From an optimization exercise on the open Yosys and OpenROAD flow, aimed at small area, a short achievable clock period and few clock cycles per item; shortcuts taken in it are not production practice. Only simulation tests tie the RTL to the original design; equivalence was not proved. Power and IR drop assume default switching activity.

==> flow/design.v (excerpt) <==
module scpp_csc (
    input  wire        clk,
    input  wire        rst,
    input  wire        cfg_we,
    input  wire [3:0]  cfg_addr,
    input  wire [31:0] cfg_wdata,
    input  wire        in_valid,
    output wire        in_ready,
    input  wire [4:0]  in_x,
    input  wire [12:0] in_y,
    input  wire [63:0] in_pix,
    output reg         out_valid,
    input  wire        out_ready,
    output reg  [63:0] out_pix
);
Size in the first run: about 8700 cells after synthesis, roughly 1800 flip-flops, about 190 I/O pins, about 97000 sq um of cells after synthesis.
==> flow/config.mk <==
export PLATFORM = sky130hd
export DESIGN_NAME = scpp_csc
export DESIGN_NICKNAME = scpp_csc
export VERILOG_FILES = /design/flow/design.v
export SDC_FILE = /design/flow/constraint.sdc
export NUM_CORES = 4
export LEC_CHECK = 0
export ABC_CLOCK_PERIOD_IN_PS = 4000
export CAP_MARGIN = 40
export CORE_MARGIN = 2
export CORE_UTILIZATION = 50
export CTS_CLUSTER_DIAMETER = 100
export CTS_CLUSTER_SIZE = 25
export SLEW_MARGIN = 60
==> flow/constraint.sdc <==
create_clock -name core_clock -period 15.0 [get_ports {clk}]
set_input_delay 3.0000 -clock core_clock [delete_from_list [all_inputs] [get_ports {clk}]]
set_output_delay 3.0000 -clock core_clock [all_outputs]
set_load 0.01 [all_outputs]
standard.sh (not shown) runs the stock make flow with config.mk's settings and CLKGATE_MAP_FILE= SYNTH_SCRIPT=/design/flow/synth_recipe.tcl, a recipe that flattens the netlist after the stock synthesis.
==> flow/flow/run.sh <==
#!/bin/bash
set -euo pipefail
cd "$(dirname "$0")/.."
bash standard.sh SETUP_SLACK_MARGIN=10.4 TNS_END_PERCENT=5 \
  "BUFFER_PORTS_ARGS=-buffer_cell sky130_fd_sc_hd__buf_4" finish > flow_make.log 2>&1
The first run finished with timing, DRC and antenna clean.
Testbench counts at the start, summed over its fixed seeds: cycles 28,689, items 25,661.
Edit:
==> flow/run.sh (new file) <==
#!/bin/bash
# synth_recipe.tcl (not shown) runs the flow's synth.tcl, then flattens the netlist and writes it again
# the make line also repeats each setting of config.mk as NAME=value (left out here)
make -C /OpenROAD-flow-scripts/flow DESIGN_CONFIG=/design/flow/config.mk WORK_HOME=/design/flow/orfs CLKGATE_MAP_FILE= SYNTH_SCRIPT=/design/flow/synth_recipe.tcl finish
- SETUP_SLACK_MARGIN: unset -> 5
- TNS_END_PERCENT: unset -> 30
removed: flow/flow/run.sh
removed: flow/standard.sh
=>
- The changed run finished clean
- routed wire length shrinks by a few percent
- design area shrinks slightly
- count of clock-buffer cells in the layout shrinks by 3
- combinational power shrinks by a few percent
- core utilization shrinks by 0.97 points
Edit:
==> flow/flow/run.sh (new file) <==
#!/bin/bash
set -euo pipefail
cd "$(dirname "$0")/.."
bash standard.sh SETUP_SLACK_MARGIN=10.5 TNS_END_PERCENT=10 \
  "BUFFER_PORTS_ARGS=-buffer_cell sky130_fd_sc_hd__buf_4" finish > flow_make.log 2>&1
==> flow/standard.sh (new file) <==
#!/bin/bash
# synth_recipe.tcl (not shown) runs the flow's synth.tcl, then flattens the netlist and writes it again
# the make line also repeats each setting of config.mk as NAME=value (left out here)
make -C /OpenROAD-flow-scripts/flow DESIGN_CONFIG=/design/flow/config.mk WORK_HOME=/design/flow/orfs CLKGATE_MAP_FILE= SYNTH_SCRIPT=/design/flow/synth_recipe.tcl "${@:-finish}"
- SETUP_SLACK_MARGIN: 5 -> unset
- TNS_END_PERCENT: 30 -> unset
removed: flow/run.sh
The changed run passed the timing, design-rule and antenna checks.
Setup slack gets better by 910 ps.
Fmax climbs by 19%.
Die area is unchanged.
Critical path depth goes down by 7.
Routed wire length is higher by 4.2%.


Another version of the RTL of scpp_csc (not shown whole).
Size: ~1,800 flip-flops, about 97,000 um^2 of cells after synthesis.
==> flow/config.mk <==
export PLATFORM = sky130hd
export DESIGN_NAME = scpp_csc
export DESIGN_NICKNAME = scpp_csc
export VERILOG_FILES = /design/flow/design.v
export SDC_FILE = /design/flow/constraint.sdc
export NUM_CORES = 4
export LEC_CHECK = 0
export ABC_CLOCK_PERIOD_IN_PS = 4000
export CAP_MARGIN = 40
export CORE_MARGIN = 2
export CORE_UTILIZATION = 50
export CTS_CLUSTER_DIAMETER = 100
export CTS_CLUSTER_SIZE = 25
export SLEW_MARGIN = 60
==> flow/constraint.sdc <==
create_clock -name core_clock -period 15.0 [get_ports {clk}]
set_input_delay 3.0000 -clock core_clock [delete_from_list [all_inputs] [get_ports {clk}]]
set_output_delay 3.0000 -clock core_clock [all_outputs]
set_load 0.01 [all_outputs]
==> flow/flow/run.sh <==
#!/bin/bash
set -euo pipefail
cd "$(dirname "$0")/.."
bash standard.sh SETUP_SLACK_MARGIN=10.8 TNS_END_PERCENT=30 \
  "BUFFER_PORTS_ARGS=-buffer_cell sky130_fd_sc_hd__buf_4" finish > flow_make.log 2>&1
Testbench counts at the start, summed over its fixed seeds: cycles 28,689, items 25,661.
Change:
==> flow/run.sh (new file) <==
#!/bin/bash
# synth_recipe.tcl (not shown) runs the flow's synth.tcl, then flattens the netlist and writes it again
# the make line also repeats each setting of config.mk as NAME=value (left out here)
make -C /OpenROAD-flow-scripts/flow DESIGN_CONFIG=/design/flow/config.mk WORK_HOME=/design/flow/orfs CLKGATE_MAP_FILE= SYNTH_SCRIPT=/design/flow/synth_recipe.tcl finish
--- a/flow/config.mk
+++ b/flow/config.mk
@@ -13,0 +14 @@
+export SETUP_SLACK_MARGIN = 5
@@ -14,0 +16 @@
+export TNS_END_PERCENT = 30
removed: flow/flow/run.sh
removed: flow/standard.sh
The new run finished with timing, DRC and antenna clean.
Combinational power shrinks by roughly a tenth.
Register-to-register slack gets worse by 1.3 ns.
Sequential share of layout area grows by 2.1 points.
Routed wire length shrinks by a little under a tenth.
Design area shrinks by a few percent.
Clock-buffer cell count grows by 3.
Power shrinks by a few percent.

==> afterwards: timing with drivers on the ports <==
The results above use ideal ports. As a check the final layouts listed here were re-extracted and re-timed, cells and wires unchanged. Step 1 assumes that a clkbuf_16 drives the clock port and a buf_2 every other input. Step 2 times the ports against the registers' clock, not the clock port: input delays grow and output delays shrink by t, the midpoint of the rising clock arrivals with the driver on. a / b / c = ideal / step 1 / step 2; a / b = the first two.
run	t (ns)	slack for setup (ns)	worst setup path at the end	worst register clock-pin slew, ns
the first run of note 1	0.875	10.173 / 10.016 / 9.140	input to register	0.11 / 0.11
the second run of note 1	0.861	9.245 / 9.245 / 8.822	input to register	0.11 / 0.11
the third run of note 1	0.854	10.155 / 9.880 / 9.026	input to register	0.11 / 0.11
the first run of note 2	0.869	9.992 / 9.992 / 9.992	register to register	0.11 / 0.11
the second run of note 2	0.871	8.708 / 8.708 / 8.708	register to register	0.11 / 0.11
After both steps every run listed still meets setup and hold. For the third run of note 1, which loses most, drivers alone change the setup slack by -0.275 ns; drivers and shift together by -1.129 ns.
